Context: an optimization exercise on an open-source flow, tuned for small area, a short achievable clock period and few clock cycles per item. The choices shown serve that exercise and are no tape-out recipe.
In this exercise RTL edits were held to simulation tests only and were not proved equivalent to the original.
Power is estimated from default activity; no workload was simulated.

==> flow/design.v <==
module rm_decoder (
    input  wire       clk,
    input  wire       rst,
    input  wire       in_valid,
    input  wire [7:0] in_data,
    input  wire       in_eos,
    output wire       in_ready,
    output wire       out_valid,
    output wire [7:0] out_data,
    output wire       out_eos,
    input  wire       out_ready
);
    reg       h_v, h_eos;        
    reg [7:0] h_d;
    reg       s_v, s_eos;        
    reg [7:0] s_d;
    reg       rdy;               
    wire      pop;
    wire      push = in_valid & rdy;
    assign in_ready = rdy;
    always @(posedge clk) begin
        if (rst) begin
            h_v <= 1'b0;
            s_v <= 1'b0;
            rdy <= 1'b1;
        end else begin
            if (pop | ~h_v) begin
                h_v <= s_v | push;
                s_v <= 1'b0;
                rdy <= 1'b1;
            end else if (push) begin
                s_v <= 1'b1;
                rdy <= 1'b0;
            end
        end
    end
    always @(posedge clk) begin
        if (pop | ~h_v) begin
            h_d   <= s_v ? s_d   : in_data;
            h_eos <= s_v ? s_eos : in_eos;
        end
        if (rdy) begin
            s_d   <= in_data;
            s_eos <= in_eos;
        end
    end
    reg        st_cnt, st_val, st_mask, st_lit, st_skip;    
    reg [1:0]  mcnt;         
    reg [7:0]  ecount;       
    reg [7:0]  val;          
    reg        pend;         
    reg [7:0]  pv;           
    reg [31:0] filled;       
    reg [7:0]  buf_q [0:31];
    reg        rd;           
    reg [3:0]  sel_lo;
    reg [7:0]  sel_hi;
    reg        eos_pend;     
    reg        o_v, o_eos;
    reg [7:0]  o_d;
    wire       o_adv = ~o_v | out_ready;
    wire [31:0] below;       
    genvar g;
    integer i;
    assign below[0] = 1'b1;
    generate
        for (g = 1; g < 32; g = g + 1) begin : g_pre
            assign below[g] = &filled[g-1:0];
        end
    endgenerate
    wire [31:0] nxt_lit = ~filled & below;
    wire        all_filled = &filled;
    wire drain   = pend & ~rd;
    reg  [7:0]  free2_g, rdone_g;    
    wire mask_ok = ~drain & ((mcnt == 2'd3) ? ~pend : (~rd | rdone_g[{mcnt, 1'b1}]));
    reg  lit_ok_r;
    wire lit_ok  = ~drain & (~rd | lit_ok_r);
    wire [31:0] free2 = ~(filled | nxt_lit);     
    always @(*) begin
        for (i = 0; i < 8; i = i + 1) begin
            free2_g[i] = |free2[4*i +: 4];
            rdone_g[i] = |(sel_hi >> (i + 1));
        end
    end
    wire c_eos  = h_v & h_eos & ~eos_pend & ~(st_lit & all_filled);   
    wire h_dat  = h_v & ~h_eos;
    wire c_cnt  = h_dat & st_cnt;
    wire c_val  = h_dat & st_val;
    wire c_mask = h_dat & st_mask & mask_ok;
    wire c_lit  = h_dat & st_lit & lit_ok & ~all_filled;
    wire c_skip = h_dat & st_skip;
    assign pop  = c_eos | c_cnt | c_val | c_mask | c_lit | c_skip;
    wire one_left   = ~|free2;
    wire chunk_done = st_lit & ~eos_pend & ~rd & (all_filled | (c_lit & one_left));
    wire to_pend = c_mask & (mcnt == 2'd3) & rd;
    wire [31:0] m3_pos;      
    wire [31:0] pm_pos;      
    generate
        for (g = 0; g < 32; g = g + 1) begin : g_m3
            if (g < 24) begin : lo
                assign m3_pos[g] = 1'b0;
                assign pm_pos[g] = 1'b0;
            end else begin : hi
                assign m3_pos[g] = h_d[31 - g];
                assign pm_pos[g] = filled[g];
            end
        end
    endgenerate
    wire [7:0] wd = drain ? pv : st_lit ? h_d : val;
    reg [31:0] we;
    always @(*) begin
        for (i = 0; i < 32; i = i + 1)
            we[i] = (c_mask & ~to_pend & (mcnt == i[4:3]) & h_d[7 - i[2:0]]) | (c_lit & nxt_lit[i])
                  | (drain & pm_pos[i]);
    end
    always @(posedge clk) begin
        for (i = 0; i < 32; i = i + 1)
            if (we[i]) buf_q[i] <= wd;
    end
    always @(posedge clk) begin
        if (c_val) val <= h_d;
        if (c_cnt) begin
            filled <= 32'd0;
            ecount <= h_d;
            mcnt   <= 2'd0;
        end else begin
            if (c_mask | c_lit) filled <= filled | we | ({32{to_pend}} & m3_pos);
            if (c_mask) mcnt <= mcnt + 2'd1;
            if (c_mask & (mcnt == 2'd3)) ecount <= ecount - 8'd1;
        end
        lit_ok_r <= ~c_cnt & ~c_mask & (|(free2_g[5:0] & rdone_g[5:0]) | (~pend & free2_g[6] & rdone_g[6]));
        if (to_pend) begin
            pv <= val;
        end
    end
    always @(posedge clk) begin
        if (rst | c_eos)
            pend <= 1'b0;
        else if (to_pend)
            pend <= 1'b1;
        else if (drain)
            pend <= 1'b0;
    end
    wire cnt_ff = (h_d == 8'hFF);
    wire cnt_00 = (h_d == 8'h00);
    wire last_e = (ecount == 8'd1);
    always @(posedge clk) begin
        if (rst) begin
            st_cnt <= 1'b1; st_val <= 1'b0; st_mask <= 1'b0; st_lit <= 1'b0; st_skip <= 1'b0;
        end else if (c_eos | chunk_done) begin
            st_cnt <= 1'b1; st_val <= 1'b0; st_mask <= 1'b0; st_lit <= 1'b0; st_skip <= 1'b0;
        end else begin
            if (c_cnt) begin
                st_cnt  <= 1'b0;
                st_skip <= cnt_ff;
                st_lit  <= cnt_00;
                st_val  <= ~cnt_ff & ~cnt_00;
            end
            if (c_val) begin
                st_val  <= 1'b0;
                st_mask <= 1'b1;
            end
            if (c_mask & (mcnt == 2'd3)) begin
                st_mask <= 1'b0;
                st_lit  <= last_e;
                st_val  <= ~last_e;
            end
        end
    end
    always @(posedge clk) begin
        if (rst) begin
            rd  <= 1'b0;
            sel_lo <= 4'b0001;
            sel_hi <= 8'b00000001;
            o_v <= 1'b0;
            o_eos <= 1'b0;
            eos_pend <= 1'b0;
        end else begin
            if (chunk_done) rd <= 1'b1;
            if (c_eos) eos_pend <= 1'b1;
            if (o_adv) begin
                if (rd) begin
                    o_v   <= 1'b1;
                    o_eos <= 1'b0;
                    sel_lo <= {sel_lo[2:0], sel_lo[3]};
                    if (sel_lo[3]) sel_hi <= {sel_hi[6:0], sel_hi[7]};
                    if (sel_hi[7] & sel_lo[3]) rd <= 1'b0;
                end else if (eos_pend) begin
                    o_v   <= 1'b1;
                    o_eos <= 1'b1;
                    eos_pend <= 1'b0;
                end else begin
                    o_v   <= 1'b0;
                end
            end
        end
    end
    reg [7:0] rdata;
    always @(*) begin
        rdata = 8'd0;
        for (i = 0; i < 32; i = i + 1)
            rdata = rdata | ({8{sel_hi[i >> 2] & sel_lo[i & 3]}} & buf_q[i]);
    end
    always @(posedge clk) begin
        if (rst)
            o_d <= 8'd0;
        else if (o_adv & rd)
            o_d <= rdata;
    end
    assign out_valid = o_v;
    assign out_data  = o_d;
    assign out_eos   = o_eos;
endmodule
==> flow/run.sh <==
#!/bin/bash
# synth_recipe.tcl (not shown) runs the flow's synth.tcl, then flattens the netlist and writes it again
# the make line also repeats each setting of config.mk as NAME=value (left out here)
make -C /OpenROAD-flow-scripts/flow DESIGN_CONFIG=/design/flow/config.mk WORK_HOME=/design/flow/orfs CLKGATE_MAP_FILE= SYNTH_SCRIPT=/design/flow/synth_recipe.tcl finish
==> flow/config.mk <==
export PLATFORM = sky130hd
export DESIGN_NAME = rm_decoder
export DESIGN_NICKNAME = rm_decoder
export VERILOG_FILES = /design/flow/design.v
export SDC_FILE = /design/flow/constraint.sdc
export NUM_CORES = 4
export LEC_CHECK = 0
export CAP_MARGIN = 20
export CORE_MARGIN = 2
export CORE_UTILIZATION = 60
export CTS_BUF_LIST = sky130_fd_sc_hd__clkbuf_8
export CTS_CLUSTER_DIAMETER = 60
export CTS_CLUSTER_SIZE = 16
export SETUP_SLACK_MARGIN = 4.6
export SLEW_MARGIN = 20
export TNS_END_PERCENT = 5
==> flow/constraint.sdc <==
create_clock -name core_clock -period 7.0 [get_ports {clk}]
set_input_delay 1.4000 -clock core_clock [delete_from_list [all_inputs] [get_ports {clk}]]
set_output_delay 1.4000 -clock core_clock [all_outputs]
set_load 0.01 [all_outputs]
==> metrics.cfg, run 1 <==
[timing]
hold_slack_ps=453
rsz0062_at_grt=yes
fmax_mhz=402
fin_setup_tns_ps=0
min_period_ps=2490
hold_viol_final=0
setup_violations=0
maxSlewHeadroom_pct=27.9
worst_slew_pin_slew_ps=1080
finalClockSkew_ps=25.1
finalCritPeriodShare_pct=35.5
slew_violations=0

[finish]
drive_above_1_share_pct=23.5
syn2layout_area_growth_pct=16.7
final_net_count=1223
num_antenna_cells=0
fillers=1694
multi_input_area_sq_um=4500
seqCellArea_sq_um=10400

[setup_path]
r2r_setup_slack_ps=4510
cp_top_family=flip-flops
worst_path_max_delay_cell=dfxtp_2
cp_num_cells=1
required_ps=5600
critPathLaunch=o_d[0]
r2r_end=buf_q[18][3]
crit_fanout=2
critPathArrivalTime_ps=1090
r2r_cells=10
r2r-start=filled[11]
critPathCaptureType=primary output
path_buf_inv=1
criticalPathCategory=reg -> out
startpoint_type=flip-flop
path_cells=buf_6
slowest_delay_ps=370

[min_path]
hold_class=reg -> reg
holdPathStages=0
whs_endpoint=pv[7]
hold_start=val[7]

[yosys]
ys.flop_type=edfxtp_1
ys_warn_count=2
synth_nets=1137
syn_inst=1118
synthMuxAreaShare_pct=1.31
ys_types=63
yosys.area_share.adder_pct=0.713
synth_top_family_by_area=compound AO/OA/AOI/OAI gates
syn_area_sq_um=14700
synth_compound_area_share_pct=15.3
ys_seq_area_share_pct=69.9
syn_area_per_cell_sq_um=13.2
synthSimpleGateAreaFrac_pct=9.78
synth-seq-cells=366
synth_xor_area_share_pct=0.416
synth_edf_count=298
async_reset_ff_share_pct=0

[flow_run]
max_cap_viol_count=0

[clocking]
cts_buffer_depth=3
clk_latency_ps=610
path_clk_slew_ps=110
clkSinkCount=366
htreeDepth=1
clockRootBuffer=clkbuf_8
postCtsHoldBufs=0
cts_buffers=29
cts_tree=yes

[route]
final_antenna_net_count=0
wl_per_cell_microns=27.8
drc=0
wl_microns=43200
drtPass1Iterations=7
drt_iter0_drc=1522
vias_per_cell=6.75
vias=10468

[die]
core_area_sq_um=24200
die-height_microns=161
die-area_sq_um=25900
die_w_microns=161
start_util_pct=60.8
io_pins=24
placementRows=57

[grt]
grt_max_degree=46
overflow=0
grt_pass1_vias=9537
antenna_found_initial=0
grt_use_total_pct=31.7
grt_pass1_wl_microns=60800

[place]
io_buffers=23
dp_hpwl_microns=24400
gp_congestion=0.914

[power]
vdd_drop_max_mv=0.176
p_leak_nw=5.66
power_per_cell_area_nw_per_um2=213

[outcome]
status=finished clean

==> cells in the final DEF (no fill, tap or decap), types with 13 or more instances in the layout <==
| master | instances |
|---|---|
| clkbuf_8 | 30 |
| dfxtp_4 | 17 |
| nand2_1 | 102 |
| buf_6 | 13 |
| a222oi_1 | 23 |
| dfxtp_1 | 23 |
| a22o_1 | 27 |
| inv_1 | 29 |
| nand3_1 | 48 |
| dfxtp_2 | 28 |
| buf_4 | 78 |
| o21ai_0 | 33 |
| edfxtp_1 | 298 |
| nor3_1 | 16 |
| nor2_1 | 39 |
| a22oi_1 | 61 |
| a21oi_1 | 94 |
==> cells by family (layout without fill, tap and decap cells) <==
kind of cell	count (synthesis)	count (layout)
xor+xnor	7	7
flops	366	366
simple gates	291	297
buf+inv	94	196
compound gates	333	333
mux	18	18
fa+ha+maj	9	9
==> synthesized netlist by cell type (all sizes together) (4+ instances only) <==
library cell | number | area share (%)
and2 | 12 | 0.51
a211oi | 9 | 0.46
a311oi | 4 | 0.24
edfxtp | 298 | 61
clkbuf | 60 | 1.5
a222oi | 23 | 1.6
ha | 6 | 0.51
o211ai | 7 | 0.36
mux2 | 10 | 0.76
o2111a | 4 | 0.31
nand3 | 53 | 2.0
nand2 | 107 | 2.7
and3 | 14 | 0.59
o2111ai | 10 | 0.59
buf | 17 | 0.56
inv | 16 | 0.41
nor3 | 19 | 0.68
nand4 | 11 | 0.47
dfxtp | 68 | 9.2
nor4 | 10 | 0.57
nor2b | 5 | 0.21
mux2i | 8 | 0.54
a22oi | 61 | 3.1
and4 | 6 | 0.37
o21ai | 56 | 1.9
a31oi | 10 | 0.47
a221oi | 8 | 0.48
nor2 | 42 | 1.1
a22o | 27 | 1.6
a21oi | 96 | 3.3
xnor2 | 6 | 0.36
==> layout make-up <==
cell class | count | area share (%)
inverters | 17 | 0.371
multi-input cells | 664 | 26.1
clock inverters | 23 | 0.982
clock buffers | 30 | 2.40
well taps | 324 | 2.36
repair buffers | 126 | 7.26
flip-flops and latches | 366 | 60.5
==> repair_timing <==
| item | 4_1_cts | 5_1_grt |
|---|---|---|
| setup buffers | 13 | 42 |
| endpoints found under the setup margin | 324 | 297 |
| gates resized for setup | 126 | 103 |
| hold endpoints to repair | 0 | 0 |
| cloned | 3 | 8 |
| pin swaps | 11 | 26 |
==> metrics by stage <==
step                      cell area (sq um)  setup WS [ps]  total power [W]  utilization [%]  instances
after floorplan                       14800           4350          0.00249                -       1118
after global placement                15500           3400          0.00253             63.7       1431
after detailed placement              15500           3400          0.00254             63.7       1431
after CTS                             16400           4490          0.00368             67.8       1500
after global routing                  17200           4460          0.00376             71.0       1550
final                                 17200           4510          0.00367             71.0       1550
==> how the worst max path moves through the flow <==
stage	to	slack [ps]
2_1_floorplan	buf_q[0][1]	4350
3_3_place_gp	sel_hi[0]	3400
3_5_place_dp	sel_hi[0]	3400
4_1_cts	out_data[3]	4490
5_1_grt	buf_q[7][5]	4460
6_report	out_data[0]	4510
==> per-layer routing <==
layer	part of all wire (%)	routed length [microns]	vias to the layer above	GRT usage (%)
met5	0	0	-	0
met4	4.8	2080	0	9.78
met3	9.9	4290	121	3.74
met2	47	20400	678	52.2
met1	38	16400	5107	45.0
li1	-	-	4562	-
==> power breakdown <==
part / switching (W) / internal, W
registers: 0.0000387 / 0.00236
clock network: 0.000698 / 0.000483
logic: 0.0000582 / 0.0000322
total: 0.000795 / 0.00288
==> worst register-to-register path, stage by stage (launching register included) <==
cell     delay [ps]
dfxtp_4         370
and4_4          220
nand3_4         150
nor4_4           70
buf_4           160
buf_4           130
a21bo_4         260
nor3_4          320
nand3_2         140
o21ai_2         180
buf_6           190
==> state kept, by name, indices dropped and copies added (netlist names), 2 cells and up <==
signal	flops
s_d	8
sel_hi	8
h_d	8
sel_lo	4
val	8
ecount	8
buf_q	256
filled	32
o_d	8
pv	8
mcnt	2
Testbench counts, summed over its fixed seeds: cycles 33,821, bytes 27,072.
==> inputs of run 2 (changes only) <==
--- a/flow/design.v
+++ b/flow/design.v
@@ -60,4 +60,6 @@
     reg [7:0]  o_d;
     wire       o_adv = ~o_v | out_ready;
+    wire       rd_last = rd & sel_hi[7] & sel_lo[3];    
+    wire       rd_end  = rd_last & o_adv;               
     wire [31:0] below;       
     genvar g;
@@ -71,9 +73,10 @@
     wire [31:0] nxt_lit = ~filled & below;
     wire        all_filled = &filled;
-    wire drain   = pend & ~rd;
+    wire drain_blk = pend & (~rd | rd_last);
+    wire drain     = pend & (~rd | rd_end);
     reg  [7:0]  free2_g, rdone_g;    
-    wire mask_ok = ~drain & ((mcnt == 2'd3) ? ~pend : (~rd | rdone_g[{mcnt, 1'b1}]));
+    wire mask_ok = ~drain_blk & ((mcnt == 2'd3) ? ~pend : (~rd | rdone_g[{mcnt, 1'b1}]));
     reg  lit_ok_r;
-    wire lit_ok  = ~drain & (~rd | lit_ok_r);
+    wire lit_ok  = ~drain_blk & (~rd | lit_ok_r);
     wire [31:0] free2 = ~(filled | nxt_lit);     
     always @(*) begin
@@ -92,5 +95,5 @@
     assign pop  = c_eos | c_cnt | c_val | c_mask | c_lit | c_skip;
     wire one_left   = ~|free2;
-    wire chunk_done = st_lit & ~eos_pend & ~rd & (all_filled | (c_lit & one_left));
+    wire chunk_done = st_lit & ~eos_pend & (~rd | rd_end) & (all_filled | (c_lit & one_left));
     wire to_pend = c_mask & (mcnt == 2'd3) & rd;
     wire [31:0] m3_pos;      
@@ -107,5 +110,5 @@
         end
     endgenerate
-    wire [7:0] wd = drain ? pv : st_lit ? h_d : val;
+    wire [7:0] wd = drain_blk ? pv : st_lit ? h_d : val;
     reg [31:0] we;
     always @(*) begin
@@ -177,5 +180,4 @@
             eos_pend <= 1'b0;
         end else begin
-            if (chunk_done) rd <= 1'b1;
             if (c_eos) eos_pend <= 1'b1;
             if (o_adv) begin
@@ -194,4 +196,5 @@
                 end
             end
+            if (chunk_done) rd <= 1'b1;      
         end
     end
--- a/flow/config.mk
+++ b/flow/config.mk
@@ -8,5 +8,5 @@
 export CAP_MARGIN = 20
 export CORE_MARGIN = 2
-export CORE_UTILIZATION = 60
+export CORE_UTILIZATION = 50
 export CTS_BUF_LIST = sky130_fd_sc_hd__clkbuf_8
 export CTS_CLUSTER_DIAMETER = 60
==> metrics.cfg, run 2 <==
[yosys]
ys_seq_area_share_pct=69.5  ; was 69.9%
synth.cells.most_frequent=edfxtp_1, a21oi_1, nand2_1  ; was edfxtp_1, nand2_1, a21oi_1
synth-seq-cells=366  ; unchanged
ys.flop_type=edfxtp_1  ; unchanged
ys_types=67  ; was 63
syn_area_per_cell_sq_um=13.2  ; about the same
yosysTopAreaCell=edfxtp_1  ; unchanged
syn_area_sq_um=14800  ; was 14700 sq um
ys_warn_count=2  ; unchanged
synth_top_area_share_pct=60.3  ; was 60.7%
syn_inst=1121  ; was 1118
synth.most_common_cell=edfxtp_1  ; unchanged
synth_edf_count=298  ; unchanged
synthTopCellsByArea=edfxtp_1, dfxtp_1, a21oi_1  ; unchanged
async_reset_ff_share_pct=0  ; unchanged
synth_nets=1140  ; was 1137

[timing]
hold_slack_ps=439  ; was 453 ps
slew_violations=0  ; unchanged
min_period_ps=2580  ; was 2490 ps
worst_slew_pin_slew_ps=994  ; was 1080 ps
hold_viol_final=0  ; unchanged
maxSlewHeadroom_pct=33.7  ; was 27.9%
finalCritPeriodShare_pct=36.9  ; was 35.5%
rsz0062_at_grt=yes  ; unchanged
finalClockSkew_ps=20.7  ; was 25.1 ps
fin_setup_tns_ps=0  ; unchanged
fmax_mhz=387  ; was 402 MHz
setup_violations=0  ; unchanged
finalWorstSetupSlack_ps=4420  ; was 4510 ps

[clocking]
path_clk_slew_ps=100  ; was 110 ps
cts_buffers=28  ; was 29
clk_latency_ps=600  ; was 610 ps
postCtsHoldBufs=0  ; unchanged
cts_tree=yes  ; unchanged
htreeDepth=1  ; unchanged
clockRootBuffer=clkbuf_8  ; unchanged
clkSinkCount=366  ; unchanged
cts_buffer_depth=3  ; unchanged

[die]
die-area_sq_um=31100  ; was 25900 sq um
die_w_microns=176  ; was 161 microns
core_area_sq_um=29400  ; was 24200 sq um
start_util_pct=50.5  ; was 60.8%
die-height_microns=176  ; was 161 microns
placementRows=63  ; was 57
io_pins=24  ; unchanged

[place]
gp_congestion=0.878  ; was 0.914
dpl.cell_count=1479  ; was 1431
dp_hpwl_microns=27000  ; was 24400 microns
io_buffers=23  ; unchanged
place_ws_ps=2730  ; was 3400 ps

[finish]
final_common_cell=edfxtp_1  ; unchanged
reg_top3=buf_q: 256 flops, filled: 32 flops  ; unchanged
mostFrequentLayoutCells=edfxtp_1, nand2_1, a21oi_1  ; unchanged
final_net_count=1191  ; was 1223
instances_no_fill=1584  ; was 1550
regMostFlops=buf_q  ; unchanged
num_antenna_cells=0  ; unchanged
syn2layout_area_growth_pct=16.4  ; was 16.7%
fillers=2303  ; was 1694
drive_above_1_share_pct=21.4  ; was 23.5%
largest_reg_flops=256  ; unchanged

[route]
final_antenna_net_count=0  ; unchanged
vias_per_cell=6.54  ; was 6.75
drt_iter0_drc=1383  ; was 1522
vias=10361  ; was 10468
wl_microns=44400  ; was 43200 microns
drc=0  ; unchanged
wl_per_cell_microns=28.0  ; was 27.8 microns
drtPass1Iterations=6  ; was 7

[power]
p_leak_nw=5.56  ; was 5.66 nW
total_power_w=0.00366  ; was 0.00367 W
power_per_cell_area_nw_per_um2=212  ; was 213 nW/um^2
vdd_drop_max_mv=0.195  ; was 0.176 mV

[setup_path]
critPathArrivalTime_ps=2820  ; was 1090 ps
slowest_delay_ps=470  ; was 370 ps
r2r-start=sel_lo[3]  ; was filled[11]
crit_fanout=8  ; was 2
r2r_cells=7  ; was 10
required_ps=7240  ; was 5600 ps
path_buf_inv=1  ; unchanged
criticalPathCategory=reg -> reg  ; was reg -> out
r2r_setup_slack_ps=4420  ; was 4510 ps
critPathCaptureType=flip-flop  ; was primary output
startpoint_type=flip-flop  ; unchanged
r2r_end=buf_q[24][6]  ; was buf_q[18][3]
worst_path_max_delay_cell=o21ai_2  ; was dfxtp_2
cp_top_family=compound AO/OA/AOI/OAI gates  ; was flip-flops
path_cells=buf_12 > and2_4 > o21ai_4 > o2111a_2 > a21boi_4 > nand4_1 > o21ai_2  ; was buf_6

[min_path]
holdPathStages=0  ; unchanged
whs_endpoint=pv[7]  ; unchanged
hold_start=val[7]  ; unchanged
hold_class=reg -> reg  ; unchanged

[grt]
grt_use_total_pct=28.6  ; was 31.7%
grt_max_degree=49  ; was 46
overflow=0  ; unchanged
grt_pass1_vias=9678  ; was 9537
antenna_found_initial=1  ; was 0
grt_pass1_wl_microns=65100  ; was 60800 microns

[outcome]
status=finished clean  ; unchanged

[flow_run]
max_cap_viol_count=0  ; unchanged

run 2: changes by cell type in the layout (fill, tap and decap cells not counted), sizes merged, moves of 5 or more:
cell | before | now
nand4 | 11 | 27
buf | 109 | 85
o2111ai | 10 | 5
a21oi | 96 | 101
and2 | 16 | 8
nor2 | 43 | 48
nor3 | 19 | 13
o21ai | 56 | 46
a22o | 27 | 33
nand2 | 107 | 95
run 2: cells by family after synthesis:
group / after synthesis / synth area share [%]
DFF: 366 / 69.5
buffers and inverters: 96 / 2.54
xor gates and xnor gates: 7 / 0.413
muxes: 18 / 1.29
adders and majority gates: 10 / 0.776
AOI/OAI and AO/OA: 328 / 15.4
and+or+nand+nor: 296 / 10.1
run 2: timing repair:
action                                  4_1_cts  5_1_grt
pin swaps                                    24       11
gates cloned                                  3        1
endpoints found under the setup margin      569      345
resized for setup                           163       48
buffers inserted                             33       16
run 2: how the worst max path moves through the flow:
stage	startpoint	to	slack, ps	depth (start not counted)
after global placement	sel_lo[3]	buf_q[7][0]	2840	8
after detailed placement	sel_lo[3]	buf_q[7][0]	2730	8
after global routing	sel_lo[3]	buf_q[15][6]	4380	9
final	sel_lo[3]	buf_q[24][6]	4420	7
after CTS	sel_lo[3]	buf_q[23][5]	4460	9
after floorplan	sel_hi[7]	buf_q[2][0]	4450	8
run 2: layout make-up:
cell class	count	area (sq um)	area share (%)
Clock buffer	30	413	2.39
Clock inverter	22	173	1.00
Inverter	16	63.8	0.369
Multi-Input combinational cell	661	4730	27.4
Sequential cell	366	10400	60.1
Tap cell	390	488	2.82
Timing Repair Buffer	99	1020	5.89
run 2: report_power, final:
| group | leakage (nW) | internal (W) | switching, W | total (W) |
|---|---|---|---|---|
| clock network | 0.356 | 0.000513 | 0.000693 | 0.00121 |
| logic | 1.93 | 0.0000278 | 0.0000414 | 0.0000692 |
| registers | 3.27 | 0.00234 | 0.0000414 | 0.00239 |
run 2: routing by layer:
metal / wire [microns] / GRT usage, %
met3: 4220 / 4.89
met2: 20600 / 45.9
met5: 14 / 0
met1: 17800 / 40.5
met4: 1760 / 8.61
run 2: metrics by stage:
stage / utilization, % / instance area (sq um)
final: 58.8 / 17300
after global routing: 58.8 / 17300
after CTS: 57.8 / 17000
after detailed placement: 52.8 / 15500
after global placement: 52.8 / 15500
after floorplan: - / 14900
Testbench counts of run 2, summed over its fixed seeds: cycles 33,195, bytes 27,072.
==> inputs of run 3 (changes only) <==
--- a/flow/config.mk
+++ b/flow/config.mk
@@ -8,5 +8,5 @@
 export CAP_MARGIN = 20
 export CORE_MARGIN = 2
-export CORE_UTILIZATION = 50
+export CORE_UTILIZATION = 65
 export CTS_BUF_LIST = sky130_fd_sc_hd__clkbuf_8
 export CTS_CLUSTER_DIAMETER = 60
==> metrics.cfg, run 3 <==
[grt]
grt_pass1_vias=10008  ; was 9678
antenna_found_initial=0  ; was 1
grt_pass1_wl_microns=63100  ; was 65100 microns
grt_max_degree=49  ; unchanged
grt_use_total_pct=35.7  ; was 28.6%
overflow=0  ; unchanged

[yosys]
ys.flop_type=edfxtp_1  ; unchanged
synth.cells.most_frequent=edfxtp_1, a21oi_1, nand2_1  ; unchanged
synth-seq-cells=366  ; unchanged
yosysTopAreaCell=edfxtp_1  ; unchanged
ys_seq_area_share_pct=69.5  ; unchanged
syn_area_per_cell_sq_um=13.2  ; unchanged
syn_area_sq_um=14800  ; unchanged
ys_types=67  ; unchanged
synth_nets=1140  ; unchanged
synth_edf_count=298  ; unchanged
synthTopCellsByArea=edfxtp_1, dfxtp_1, a21oi_1  ; unchanged
async_reset_ff_share_pct=0  ; unchanged
synth_top_area_share_pct=60.3  ; unchanged
ys_warn_count=2  ; unchanged
syn_inst=1121  ; unchanged
synth.most_common_cell=edfxtp_1  ; unchanged

[place]
place_ws_ps=2810  ; was 2730 ps
gp_congestion=0.975  ; was 0.878
io_buffers=23  ; unchanged
postPlaceCellArea_sq_um=15400  ; was 15500 sq um
dp_hpwl_microns=26000  ; was 27000 microns

[timing]
finalWorstSetupSlack_ps=4460  ; was 4420 ps
worst_slew_pin_slew_ps=823  ; was 994 ps
rsz0062_at_grt=yes  ; unchanged
hold_viol_final=0  ; unchanged
min_period_ps=2540  ; was 2580 ps
hold_slack_ps=463  ; was 439 ps
maxSlewHeadroom_pct=45.2  ; was 33.7%
finalClockSkew_ps=21.8  ; was 20.7 ps
fmax_mhz=394  ; was 387 MHz
fin_setup_tns_ps=0  ; unchanged
setup_violations=0  ; unchanged
slew_violations=0  ; unchanged
finalCritPeriodShare_pct=36.3  ; was 36.9%

[die]
io_pins=24  ; unchanged
core_area_sq_um=22500  ; was 29400 sq um
die_w_microns=155  ; was 176 microns
placementRows=55  ; was 63
die-area_sq_um=24000  ; was 31100 sq um
start_util_pct=65.9  ; was 50.5%
die-height_microns=155  ; was 176 microns

[setup_path]
required_ps=7330  ; was 7240 ps
slowest_delay_ps=370  ; was 470 ps
critPathCaptureType=flip-flop  ; unchanged
critPathArrivalTime_ps=2870  ; was 2820 ps
path_buf_inv=2  ; was 1
startpoint_type=flip-flop  ; unchanged
cp_common_cell=o21ai_4
worst_path_max_delay_cell=dfxtp_4  ; was o21ai_2
path_cells=buf_12 > and2_4 > o21ai_4 > o2111a_2 > a21boi_4 > and3_4 > nand4_1 > o21ai_4 > buf_6  ; was buf_12 > and2_4 > o21ai_4 > o2111a_2 > a21boi_4 > nand4_1 > o21ai_2
criticalPathCategory=reg -> reg  ; unchanged
cp_top_family=compound AO/OA/AOI/OAI gates  ; unchanged
crit_fanout=8  ; unchanged

[clocking]
postCtsHoldBufs=0  ; unchanged
cts_buffer_depth=3  ; unchanged
clockRootBuffer=clkbuf_8  ; unchanged
cts_buffers=30  ; was 28
htreeDepth=1  ; unchanged
clk_latency_ps=610  ; was 600 ps
cts_tree=yes  ; unchanged
path_clk_slew_ps=110  ; was 100 ps
clkSinkCount=366  ; unchanged

[route]
wl_met2_microns=20000  ; was 20600 microns
vias=10712  ; was 10361
wl_microns=43800  ; was 44400 microns
met1_length_microns=15800  ; was 17800 microns
vias_per_cell=7.13  ; was 6.54
drc=0  ; unchanged
final_antenna_net_count=0  ; unchanged
drt_iter0_drc=1650  ; was 1383
drtPass1Iterations=7  ; was 6
wl_per_cell_microns=29.2  ; was 28.0 microns
wl_met3_microns=5420  ; was 4220 microns
routed.top_layer=met4  ; was met5

[finish]
final_net_count=1211  ; was 1191
fillers=1380  ; was 2303
final_util_pct=77.3  ; was 58.8%
drive_above_1_share_pct=23.9  ; was 21.4%
largest_reg_flops=256  ; unchanged
final_common_cell=edfxtp_1  ; unchanged
seqCellArea_sq_um=10400  ; about the same
regMostFlops=buf_q  ; unchanged
final_area_sq_um=17400  ; was 17300 sq um
reg_top3=buf_q: 256 flops, filled: 32 flops  ; unchanged
mostFrequentLayoutCells=edfxtp_1, nand2_1, a21oi_1  ; unchanged
multi_input_area_sq_um=4810  ; was 4730 sq um
syn2layout_area_growth_pct=17.3  ; was 16.4%

[power]
power.internal_w=0.00290  ; was 0.00289 W
vdd_drop_max_mv=0.199  ; was 0.195 mV
p_leak_nw=5.70  ; was 5.56 nW
p_clk_share_pct=33.5  ; was 32.9%
comb_power_share_pct=1.9  ; about the same
power_switching_w=0.000799  ; was 0.000775 W
seqPwrFrac_pct=64.5  ; was 65.2%
swShare_pct=21.6  ; was 21.2%
power_per_cell_area_nw_per_um2=212  ; about the same

[min_path]
hold_class=reg -> reg  ; unchanged

[outcome]
status=finished clean  ; unchanged

[flow_run]
max_cap_viol_count=0  ; unchanged

-- run 3: layer usage --
| layer | track usage (%) | vias up |
|---|---|---|
| met5 | 0 | - |
| li1 | - | 4551 |
| met3 | 6.96 | 169 |
| met2 | 56.4 | 845 |
| met1 | 48.8 | 5147 |
| met4 | 16.0 | 0 |
-- run 3: cell families after synthesis --
logic type / Yosys count / synth area share [%]
flip-flops: 366 / 69.5
AO/OA/AOI/OAI: 328 / 15.4
AND/OR/NAND/NOR: 296 / 10.1
buffers and inverters: 96 / 2.54
multiplexers: 18 / 1.29
adder cells (fa/ha/maj): 10 / 0.776
XOR/XNOR: 7 / 0.413
-- run 3: path summary, 6_finish.rpt --
path              slack, ps            to  cells past startpoint       from
setup reg to reg       4460  buf_q[23][4]                      9  sel_lo[3]
hold reg to reg         460         pv[6]                      0     val[6]
hold / removal          460         pv[6]                      0     val[6]
setup / recovery       4460  buf_q[23][4]                      9  sel_lo[3]
-- run 3: cell type report --
cell class                      instances  area share (%)
Antenna cell                            1          0.0144
Clock buffer                           33            2.61
Clock inverter                         23            1.01
Inverter                               16           0.367
Multi-Input combinational cell        663            27.6
Sequential cell                       366            59.7
Tap cell                              285            2.05
Timing Repair Buffer                  115            6.56
-- run 3: power groups by stage --
stage | sequential (W) | combinational, W | clock, W
3_5_place_dp | 0.00244 | 0.0000653 | 0
4_1_cts | 0.00239 | 0.0000700 | 0.00124
2_1_floorplan | 0.00241 | 0.0000517 | 0
5_1_grt | 0.00239 | 0.0000782 | 0.00132
3_3_place_gp | 0.00244 | 0.0000639 | 0
6_report | 0.00238 | 0.0000712 | 0.00124
-- run 3: timing repair --
item	in CTS	in global routing
endpoints found under the setup margin	571	374
cloned	3	4
gates resized for setup	186	54
endpoints found under the hold margin	0	0
pin swaps	26	20
setup buffers	40	23
-- run 3: metrics by stage --
stage | total power (W) | cells
global placement | 0.00250 | 1375
global route | 0.00378 | 1501
CTS | 0.00370 | 1474
floorplan | 0.00246 | 1121
detailed placement | 0.00250 | 1375
finish | 0.00369 | 1502
==> inputs of run 4 (changes only) <==
--- a/flow/config.mk
+++ b/flow/config.mk
@@ -8,5 +8,5 @@
 export CAP_MARGIN = 20
 export CORE_MARGIN = 2
-export CORE_UTILIZATION = 65
+export CORE_UTILIZATION = 60
 export CTS_BUF_LIST = sky130_fd_sc_hd__clkbuf_8
 export CTS_CLUSTER_DIAMETER = 60
==> metrics.cfg, run 4 <==
[setup_path]
cp_top_family=flip-flops  ; was compound AO/OA/AOI/OAI gates
critPathCaptureType=primary output  ; was flip-flop
worst_path_max_delay_cell=dfxtp_2  ; was dfxtp_4
path_cells=buf_2  ; was buf_12 > and2_4 > o21ai_4 > o2111a_2 > a21boi_4 > and3_4 > nand4_1 > o21ai_4 > buf_6
r2r-start=mcnt[1]  ; was sel_lo[3]
startpoint_type=flip-flop  ; unchanged
required_ps=5600  ; was 7330 ps
criticalPathCategory=reg -> out  ; was reg -> reg
r2r_setup_slack_ps=4530  ; was 4460 ps
crit_fanout=3  ; was 8
path_buf_inv=1  ; was 2
r2r_cells=6  ; was 9
r2r_end=buf_q[30][1]  ; was buf_q[23][4]
critPathArrivalTime_ps=1110  ; was 2870 ps
slowest_delay_ps=380  ; was 370 ps

[clocking]
clk_latency_ps=610  ; about the same
cts_buffer_depth=3  ; unchanged
cts_buffers=30  ; unchanged
clkSinkCount=366  ; unchanged
path_clk_slew_ps=100  ; was 110 ps
clockRootBuffer=clkbuf_8  ; unchanged
postCtsHoldBufs=0  ; unchanged
htreeDepth=1  ; unchanged
cts_tree=yes  ; unchanged

[yosys]
synth_edf_count=298  ; unchanged
synthMuxAreaShare_pct=1.29  ; unchanged
ys_types=67  ; unchanged
synth.most_common_cell=edfxtp_1  ; unchanged
synth_xor_area_share_pct=0.413  ; unchanged
synth-seq-cells=366  ; unchanged
synth.cells.most_frequent=edfxtp_1, a21oi_1, nand2_1  ; unchanged
syn_inst=1121  ; unchanged
syn_area_sq_um=14800  ; unchanged
synthTopCellsByArea=edfxtp_1, dfxtp_1, a21oi_1  ; unchanged
synth_top_family_by_area=compound AO/OA/AOI/OAI gates  ; unchanged
synthSimpleGateAreaFrac_pct=10.1  ; unchanged
ys_warn_count=2  ; unchanged
synth_top_area_share_pct=60.3  ; unchanged
async_reset_ff_share_pct=0  ; unchanged
syn_area_per_cell_sq_um=13.2  ; unchanged
ys_seq_area_share_pct=69.5  ; unchanged
synth_compound_area_share_pct=15.4  ; unchanged
ys.flop_type=edfxtp_1  ; unchanged
yosys.area_share.adder_pct=0.776  ; unchanged
synth_nets=1140  ; unchanged
yosysTopAreaCell=edfxtp_1  ; unchanged

[finish]
fillers=1697  ; was 1380
final_util_pct=71.1  ; was 77.3%
reg_top3=buf_q: 256 flops, filled: 32 flops  ; unchanged
drive_above_1_share_pct=23.4  ; was 23.9%
syn2layout_area_growth_pct=16.5  ; was 17.3%
final_common_cell=edfxtp_1  ; unchanged
instances_no_fill=1534  ; was 1502
num_antenna_cells=0  ; was 1
largest_reg_flops=256  ; unchanged
mostFrequentLayoutCells=edfxtp_1, nand2_1, a21oi_1  ; unchanged
final_net_count=1205  ; was 1211
regMostFlops=buf_q  ; unchanged

[timing]
fmax_mhz=398  ; was 394 MHz
finalCritPeriodShare_pct=35.9  ; was 36.3%
setup_violations=0  ; unchanged
maxSlewHeadroom_pct=31.8  ; was 45.2%
hold_viol_final=0  ; unchanged
finalClockSkew_ps=24.9  ; was 21.8 ps
rsz0062_at_grt=yes  ; unchanged
min_period_ps=2510  ; was 2540 ps
worst_slew_pin_slew_ps=1010  ; was 823 ps
slew_violations=0  ; unchanged
fin_setup_tns_ps=0  ; unchanged

[grt]
overflow=0  ; unchanged
grt_use_total_pct=32.5  ; was 35.7%
antenna_found_initial=0  ; unchanged
grt_pass1_wl_microns=61900  ; was 63100 microns
grt_pass1_vias=9845  ; was 10008
grt_max_degree=49  ; unchanged

[power]
power_per_cell_area_nw_per_um2=210  ; was 212 nW/um^2
vdd_drop_max_mv=0.210  ; was 0.199 mV
p_leak_nw=5.62  ; was 5.70 nW

[die]
die_w_microns=161  ; was 155 microns
die-area_sq_um=26000  ; was 24000 sq um
placementRows=57  ; was 55
io_pins=24  ; unchanged
die-height_microns=161  ; was 155 microns
core_area_sq_um=24300  ; was 22500 sq um
start_util_pct=61.0  ; was 65.9%

[route]
drc=0  ; unchanged
wl_per_cell_microns=28.3  ; was 29.2 microns
final_antenna_net_count=0  ; unchanged
vias=10462  ; was 10712
drtPass1Iterations=7  ; unchanged
wl_microns=43400  ; was 43800 microns
vias_per_cell=6.82  ; was 7.13
drt_iter0_drc=1369  ; was 1650

[place]
gp_congestion=0.879  ; was 0.975
dp_hpwl_microns=25500  ; was 26000 microns
io_buffers=23  ; unchanged
dpl.cell_count=1414  ; was 1375

[min_path]
hold_class=reg -> reg  ; unchanged
holdPathStages=0  ; unchanged
hold_start=val[5]  ; was val[6]
whs_endpoint=pv[5]  ; was pv[6]

[outcome]
status=finished clean  ; unchanged

[flow_run]
max_cap_viol_count=0  ; unchanged

run 4: cell count changes in the layout (fill, tap and decap cells not counted), moves of 3 or more:
cell      before  now
buf_6         11    7
clkinv_2       1    4
dfxtp_1       33   29
dfxtp_2       18   22
run 4: per-layer routing:
| layer | wire length [microns] | part of all wire (%) | GRT usage, % |
|---|---|---|---|
| met1 | 16400 | 38 | 44.8 |
| met2 | 20100 | 46 | 50.4 |
| met3 | 4630 | 11 | 6.39 |
| met4 | 2310 | 5.3 | 15.3 |
| met5 | 0 | 0 | 0 |
run 4: power by group:
group	leakage (nW)	internal, W	switching [W]
registers	3.28	0.00234	0.0000427
clock network	0.344	0.000450	0.000720
logic	2.00	0.0000322	0.0000451
total	5.62	0.00283	0.000808
run 4: worst max path at each step:
stage | from | end | slack (ps) | depth (start not counted)
5_1_grt | o_v | out_valid | 4440 | 1
2_1_floorplan | sel_hi[7] | buf_q[2][0] | 4450 | 8
3_5_place_dp | rd | buf_q[12][5] | 3370 | 8
6_report | o_v | out_valid | 4490 | 1
4_1_cts | o_d[0] | out_data[0] | 4490 | 1
3_3_place_gp | rd | buf_q[20][6] | 3470 | 8
run 4: cells by family after synthesis:
logic type | count (synthesis)
XOR/XNOR | 7
AND/OR/NAND/NOR | 296
adder cells (fa/ha/maj) | 10
multiplexers | 18
buffers and inverters | 96
AO/OA/AOI/OAI | 328
flip-flops | 366
run 4: layout make-up:
class | count | area [sq um] | share of cell area (%)
clock inverters | 23 | 123 | 0.709
inverters | 16 | 63.8 | 0.369
well taps | 324 | 405 | 2.34
flip-flops and latches | 366 | 10400 | 60.2
clock buffers | 33 | 454 | 2.63
multi-input cells | 660 | 4770 | 27.6
repair buffers | 112 | 1070 | 6.20
run 4: stage by stage:
stage | power [W] | setup slack [ps] | hold slack [ps] | cell area [sq um]
floorplan | 0.00246 | 4450 | 426 | 14900
global placement | 0.00250 | 3470 | 433 | 15400
detailed placement | 0.00250 | 3370 | 435 | 15400
CTS | 0.00364 | 4490 | 459 | 16600
global route | 0.00373 | 4440 | 465 | 17300
finish | 0.00363 | 4490 | 457 | 17300
run 4: repair_timing:
item / 4_1_cts / 5_1_grt
pin swaps: 17 / 18
setup endpoints to repair: 340 / 315
setup buffers: 25 / 34
gates resized for setup: 157 / 70
cloned: 0 / 5
==> inputs of run 5 (changes only) <==
--- a/flow/config.mk
+++ b/flow/config.mk
@@ -9,7 +9,7 @@
 export CORE_MARGIN = 2
 export CORE_UTILIZATION = 60
-export CTS_BUF_LIST = sky130_fd_sc_hd__clkbuf_8
-export CTS_CLUSTER_DIAMETER = 60
-export CTS_CLUSTER_SIZE = 16
+export CTS_BUF_LIST = sky130_fd_sc_hd__clkbuf_8 sky130_fd_sc_hd__clkbuf_16
+export CTS_CLUSTER_DIAMETER = 80
+export CTS_CLUSTER_SIZE = 24
 export SETUP_SLACK_MARGIN = 4.6
 export SLEW_MARGIN = 20
==> metrics.cfg, run 5 <==
[place]
postPlaceCellArea_sq_um=15400  ; unchanged
io_buffers=23  ; unchanged
gp_congestion=0.879  ; unchanged
dpl.cell_count=1414  ; unchanged
place_ws_ps=3370  ; unchanged
dp_hpwl_microns=25500  ; unchanged

[finish]
mostFrequentLayoutCells=edfxtp_1, nand2_1, a21oi_1  ; unchanged
final_area_sq_um=17300  ; about the same
regMostFlops=buf_q  ; unchanged
instances_no_fill=1515  ; was 1534
reg_top3=buf_q: 256 flops, filled: 32 flops  ; unchanged
drive_above_1_share_pct=22.1  ; was 23.4%
final_common_cell=edfxtp_1  ; unchanged
largest_reg_flops=256  ; unchanged
final_net_count=1199  ; was 1205
fillers=1660  ; was 1697
num_antenna_cells=0  ; unchanged
syn2layout_area_growth_pct=16.6  ; was 16.5%

[route]
vias=10553  ; was 10462
final_antenna_net_count=0  ; unchanged
drt_iter0_drc=1515  ; was 1369
drtPass1Iterations=5  ; was 7
vias_per_cell=6.97  ; was 6.82
drc=0  ; unchanged
wl_microns=44200  ; was 43400 microns
wl_per_cell_microns=29.2  ; was 28.3 microns

[timing]
hold_viol_final=0  ; unchanged
rsz0062_at_grt=yes  ; unchanged
finalClockSkew_ps=30.5  ; was 24.9 ps
maxSlewHeadroom_pct=30.4  ; was 31.8%
hold_slack_ps=458  ; was 457 ps
fmax_mhz=399  ; was 398 MHz
setup_violations=0  ; unchanged
finalCritPeriodShare_pct=35.8  ; was 35.9%
min_period_ps=2500  ; was 2510 ps
worst_slew_pin_slew_ps=1040  ; was 1010 ps
finalWorstSetupSlack_ps=4500  ; was 4490 ps
slew_violations=0  ; unchanged
fin_setup_tns_ps=0  ; unchanged

[die]
io_pins=24  ; unchanged
die-area_sq_um=26000  ; unchanged
die_w_microns=161  ; unchanged
die-height_microns=161  ; unchanged
start_util_pct=61.0  ; unchanged
core_area_sq_um=24300  ; unchanged
placementRows=57  ; unchanged

[setup_path]
startpoint_type=flip-flop  ; unchanged
critPathCaptureType=flip-flop  ; was primary output
crit_fanout=32  ; was 3
criticalPathCategory=reg -> reg  ; was reg -> out
required_ps=7220  ; was 5600 ps
critPathArrivalTime_ps=2730  ; was 1110 ps

[power]
comb_power_share_pct=2.1  ; about the same
p_clk_share_pct=33.3  ; was 32.2%
swShare_pct=20.8  ; was 22.2%
p_leak_nw=5.60  ; was 5.62 nW
seqPwrFrac_pct=64.6  ; was 65.7%
power.internal_w=0.00293  ; was 0.00283 W
power_per_cell_area_nw_per_um2=214  ; was 210 nW/um^2
vdd_drop_max_mv=0.204  ; was 0.210 mV
power_switching_w=0.000771  ; was 0.000808 W

[clocking]
clkSinkCount=366  ; unchanged
htreeDepth=1  ; unchanged
cts_tree=yes  ; unchanged
cts_buffer_depth=3  ; unchanged
path_clk_slew_ps=90  ; was 100 ps
postCtsHoldBufs=0  ; unchanged
cts_buffers=19  ; was 30
clockRootBuffer=clkbuf_16  ; was clkbuf_8
clk_latency_ps=540  ; was 610 ps

[yosys]
async_reset_ff_share_pct=0  ; unchanged
synth_edf_count=298  ; unchanged
ys_seq_area_share_pct=69.5  ; unchanged
synthTopCellsByArea=edfxtp_1, dfxtp_1, a21oi_1  ; unchanged
synth_nets=1140  ; unchanged
ys_warn_count=2  ; unchanged
yosysTopAreaCell=edfxtp_1  ; unchanged
syn_inst=1121  ; unchanged
ys.flop_type=edfxtp_1  ; unchanged
ys_types=67  ; unchanged
syn_area_per_cell_sq_um=13.2  ; unchanged
syn_area_sq_um=14800  ; unchanged
synth_top_area_share_pct=60.3  ; unchanged
synth.most_common_cell=edfxtp_1  ; unchanged
synth-seq-cells=366  ; unchanged
synth.cells.most_frequent=edfxtp_1, a21oi_1, nand2_1  ; unchanged

[grt]
grt_pass1_vias=9756  ; was 9845
antenna_found_initial=0  ; unchanged
grt_use_total_pct=32.4  ; was 32.5%
grt_max_degree=49  ; unchanged
overflow=0  ; unchanged
grt_pass1_wl_microns=62400  ; was 61900 microns

[flow_run]
max_cap_viol_count=0  ; unchanged

[outcome]
status=finished clean  ; unchanged

[min_path]
hold_class=reg -> reg  ; unchanged

[run 5: cell counts after synthesis]
Identical to the previous run, type by type.
[run 5: cell families (layout without fill, tap and decap cells)]
group | count (synthesis) | in the layout | share of synthesized area (%)
DFF | 366 | 366 | 69.5
AOI/OAI and AO/OA | 328 | 329 | 15.4
and+or+nand+nor | 296 | 299 | 10.1
buffers and inverters | 96 | 162 | 2.54
muxes | 18 | 18 | 1.29
adders and majority gates | 10 | 10 | 0.776
xor gates and xnor gates | 7 | 7 | 0.413
[run 5: per-layer routing]
layer  routed length, microns  global-route usage [%]  up-vias
li1                         -                       -     4527
met1                    16800                    45.6     5267
met2                    21000                    52.4      655
met3                     4710                    4.67      104
met4                     1740                    11.8        0
met5                        0                       0        -
[run 5: worst paths after layout]
path         startpoint     end  slack (ps)  cells past startpoint
max reg2reg   sel_hi[4]  h_d[2]        4500                      9
max           sel_hi[4]  h_d[2]        4500                      9
min reg2reg      val[6]   pv[6]         460                      0
min              val[6]   pv[6]         460                      0
[run 5: stage by stage]
stage               total power, W  util [%]
finish                     0.00370      71.1
global route               0.00378      71.1
CTS                        0.00369      68.7
detailed placement         0.00250      63.5
global placement           0.00250      63.5
floorplan                  0.00246         -
[run 5: layout make-up]
class | count | area, sq um | area share, %
repair buffers | 114 | 1090 | 6.31
clock buffers | 20 | 489 | 2.83
clock inverters | 12 | 81.3 | 0.470
flip-flops and latches | 366 | 10400 | 60.1
inverters | 16 | 63.8 | 0.369
multi-input cells | 663 | 4780 | 27.6
well taps | 324 | 405 | 2.34
[run 5: critical path: stages, from the launching register on]
cell	delay, ps
dfxtp_1	340
buf_12	170
nor4_4	350
nor2_1	90
a2111oi_2	350
buf_4	190
nor2_4	60
buf_6	140
nor2_4	220
o2111ai_4	230
[run 5: timing repair]
item | in CTS | in global routing
setup buffers | 25 | 35
setup endpoints to repair | 341 | 304
pin swaps | 23 | 18
gates resized for setup | 125 | 89
gates cloned | 0 | 9
[run 5: power by group through the flow]
| stage | sequential (W) | clock (W) | combinational [W] |
|---|---|---|---|
| floorplan | 0.00241 | 0 | 0.0000517 |
| global placement | 0.00244 | 0 | 0.0000640 |
| detailed placement | 0.00244 | 0 | 0.0000647 |
| CTS | 0.00239 | 0.00124 | 0.0000685 |
| global route | 0.00239 | 0.00131 | 0.0000848 |
| finish | 0.00239 | 0.00123 | 0.0000781 |
==> inputs of run 6 (changes only) <==
--- a/flow/config.mk
+++ b/flow/config.mk
@@ -9,5 +9,5 @@
 export CORE_MARGIN = 2
 export CORE_UTILIZATION = 60
-export CTS_BUF_LIST = sky130_fd_sc_hd__clkbuf_8 sky130_fd_sc_hd__clkbuf_16
+export CTS_BUF_LIST = sky130_fd_sc_hd__clkbuf_16
 export CTS_CLUSTER_DIAMETER = 80
 export CTS_CLUSTER_SIZE = 24
==> metrics.cfg, run 6 <==
[place]
dp_hpwl_microns=25500  ; unchanged
io_buffers=23  ; unchanged
gp_congestion=0.879  ; unchanged
dpl.cell_count=1414  ; unchanged

[yosys]
synthTopCellsByArea=edfxtp_1, dfxtp_1, a21oi_1  ; unchanged
synth.most_common_cell=edfxtp_1  ; unchanged
ys.flop_type=edfxtp_1  ; unchanged
yosysTopAreaCell=edfxtp_1  ; unchanged
ys_types=67  ; unchanged
synth.cells.most_frequent=edfxtp_1, a21oi_1, nand2_1  ; unchanged
synth_top_area_share_pct=60.3  ; unchanged
syn_area_per_cell_sq_um=13.2  ; unchanged
ys_warn_count=2  ; unchanged
synth_nets=1140  ; unchanged
synth-seq-cells=366  ; unchanged
syn_area_sq_um=14800  ; unchanged
syn_inst=1121  ; unchanged
ys_seq_area_share_pct=69.5  ; unchanged
async_reset_ff_share_pct=0  ; unchanged
synth_edf_count=298  ; unchanged

[finish]
mostFrequentLayoutCells=edfxtp_1, nand2_1, a21oi_1  ; unchanged
final_util_pct=70.3  ; was 71.1%
drive_above_1_share_pct=20.6  ; was 22.1%
final_net_count=1183  ; was 1199
final_common_cell=edfxtp_1  ; unchanged
syn2layout_area_growth_pct=15.3  ; was 16.6%
seqCellArea_sq_um=10400  ; unchanged
fillers=1686  ; was 1660
largest_reg_flops=256  ; unchanged
multi_input_area_sq_um=4750  ; was 4780 sq um
regMostFlops=buf_q  ; unchanged
num_antenna_cells=0  ; unchanged
instances_no_fill=1499  ; was 1515
reg_top3=buf_q: 256 flops, filled: 32 flops  ; unchanged

[die]
core_area_sq_um=24300  ; unchanged
placementRows=57  ; unchanged
die_w_microns=161  ; unchanged
die-height_microns=161  ; unchanged
die-area_sq_um=26000  ; unchanged
io_pins=24  ; unchanged
start_util_pct=61.0  ; unchanged

[timing]
rsz0062_at_grt=yes  ; unchanged
slew_violations=0  ; unchanged
setup_violations=0  ; unchanged
finalClockSkew_ps=30.8  ; was 30.5 ps
min_period_ps=2490  ; was 2500 ps
fin_setup_tns_ps=0  ; unchanged
hold_viol_final=0  ; unchanged
hold_slack_ps=458  ; about the same
finalCritPeriodShare_pct=35.5  ; was 35.8%
worst_slew_pin_slew_ps=1010  ; was 1040 ps
maxSlewHeadroom_pct=32.1  ; was 30.4%
fmax_mhz=402  ; was 399 MHz

[route]
final_antenna_net_count=0  ; unchanged
drt_iter0_drc=1581  ; was 1515
wl_microns=42700  ; was 44200 microns
wl_per_cell_microns=28.5  ; was 29.2 microns
drtPass1Iterations=6  ; was 5
drc=0  ; unchanged
vias=10376  ; was 10553
vias_per_cell=6.92  ; was 6.97

[power]
power_per_cell_area_nw_per_um2=215  ; was 214 nW/um^2
total_power_w=0.00368  ; was 0.00370 W
vdd_drop_max_mv=0.204  ; about the same
p_leak_nw=5.49  ; was 5.60 nW

[setup_path]
slowest_delay_ps=500  ; was 350 ps
path_buf_inv=1  ; was 3
cp_top_family=compound AO/OA/AOI/OAI gates  ; was simple AND/OR/NAND/NOR gates
worst_path_max_delay_cell=edfxtp_1  ; was nor4_4
crit_fanout=8  ; was 32
critPathArrivalTime_ps=2650  ; was 2730 ps
criticalPathCategory=reg -> reg  ; unchanged
startpoint_type=flip-flop  ; unchanged
path_cells=nor2b_4 > o2111a_2 > a21boi_4 > buf_6 > and3_4 > nand2_1 > o21ai_2  ; was buf_12 > nor4_4 > nor2_1 > a2111oi_2 > buf_4 > nor2_4 > buf_6 > nor2_4 > o2111ai_4
critPathCaptureType=flip-flop  ; unchanged
required_ps=7160  ; was 7220 ps

[clocking]
postCtsHoldBufs=0  ; unchanged
cts_tree=yes  ; unchanged
clk_latency_ps=530  ; was 540 ps
cts_buffer_depth=3  ; unchanged
cts_buffers=19  ; unchanged
clkSinkCount=366  ; unchanged
clockRootBuffer=clkbuf_16  ; unchanged
path_clk_slew_ps=90  ; about the same
htreeDepth=1  ; unchanged

[grt]
grt_use_total_pct=32.4  ; about the same
grt_max_degree=49  ; unchanged
grt_pass1_wl_microns=62300  ; was 62400 microns
grt_pass1_vias=9751  ; was 9756
antenna_found_initial=0  ; unchanged
overflow=0  ; unchanged

[min_path]
hold_class=reg -> reg  ; unchanged

[outcome]
status=finished clean  ; unchanged

[flow_run]
max_cap_viol_count=0  ; unchanged

-- run 6: cell types whose count changed in the layout (fill, tap and decap cells not counted), sizes merged --
cell,change
and3,-3
clkinv,+1
buf,-11
clkbuf,-3
-- run 6: cell families after synthesis --
kind of cell / count (synthesis) / synth area share [%]
simple gates: 296 / 10.1
mux: 18 / 1.29
fa+ha+maj: 10 / 0.776
buf+inv: 96 / 2.54
compound gates: 328 / 15.4
flops: 366 / 69.5
xor+xnor: 7 / 0.413
-- run 6: path summary, 6_finish.rpt --
path / depth (start not counted) / endpoint / startpoint / slack, ps
worst max-delay path: 7 / buf_q[21][1] / h_eos / 4510
worst min-delay path: 0 / pv[6] / val[6] / 460
worst max register to register: 7 / buf_q[21][1] / h_eos / 4510
worst min register to register: 0 / pv[6] / val[6] / 460
-- run 6: timing repair --
item,CTS,global route
hold endpoints to repair,0,0
gates cloned,0,4
pin swaps,23,15
gates resized for setup,126,77
setup endpoints to repair,341,304
setup buffers,25,24
-- run 6: layer usage --
layer | up-vias | wire length [microns] | track usage (%)
met5 | - | 0 | 0
met4 | 0 | 1880 | 11.7
met3 | 117 | 4450 | 4.65
met2 | 618 | 20200 | 52.1
met1 | 5150 | 16200 | 45.8
li1 | 4491 | - | -
-- run 6: where the power goes --
group	internal (W)	total, W	switching, W	leakage, nW
registers	0.00234	0.00239	0.0000424	3.27
clock network	0.000538	0.00121	0.000676	0.306
logic	0.0000326	0.0000778	0.0000452	1.91
-- run 6: final cells by class --
cell class                 instances  share of cell area, %
multi-input combinational        660                   27.7
inverter                          16                  0.373
tap                              324                   2.37
timing repair buffer             101                   5.49
clock buffer                      19                   2.78
sequential                       366                   60.7
clock inverter                    13                  0.497
-- run 6: stage by stage --
stage | cell area, sq um | setup WS, ps
CTS | 16700 | 4440
global route | 17100 | 4480
finish | 17100 | 4510
floorplan | 14900 | 4450
detailed placement | 15400 | 3370
global placement | 15400 | 3470

## separate check: timing with driven ports
The flow's constraints put no driver on any port. The routed layouts listed below were extracted and timed again, unchanged, in two steps. Step 1: set_driving_cell puts a clkbuf_16 on clk and a buf_2 on each other input, an assumption about the parent block. Step 2 moves the port delays by t, midway between the first and last clock arrival at a register: inputs arrive t later, outputs are due t later. That takes back most of the time a late clock gives input paths. a / b / c = ideal ports / drivers / drivers and shift; a / b = the first two.
run | shift t [ns] | setup WS [ns] | worst setup path after step 2 | worst slew at a driven data input, ns | pins driven straight from the clock port
run 1 | 0.639 | 4.514 / 4.470 / 3.909 | input to register | 0.03 | 1
run 2 | 0.637 | 4.416 / 4.416 / 3.923 | input to register | 0.04 | 1
run 3 | 0.645 | 4.460 / 4.460 / 4.023 | input to register | 0.03 | 1
run 4 | 0.644 | 4.485 / 4.438 / 4.027 | input to register | 0.04 | 1
run 5 | 0.573 | 4.496 / 4.496 / 4.050 | input to register | 0.04 | 1
run 6 | 0.568 | 4.512 / 4.505 / 4.051 | input to register | 0.04 | 1
After both steps setup and hold are still met in every run listed. For run 1, which loses most, drivers alone change the setup slack by -0.044 ns; drivers and shift together by -0.605 ns.
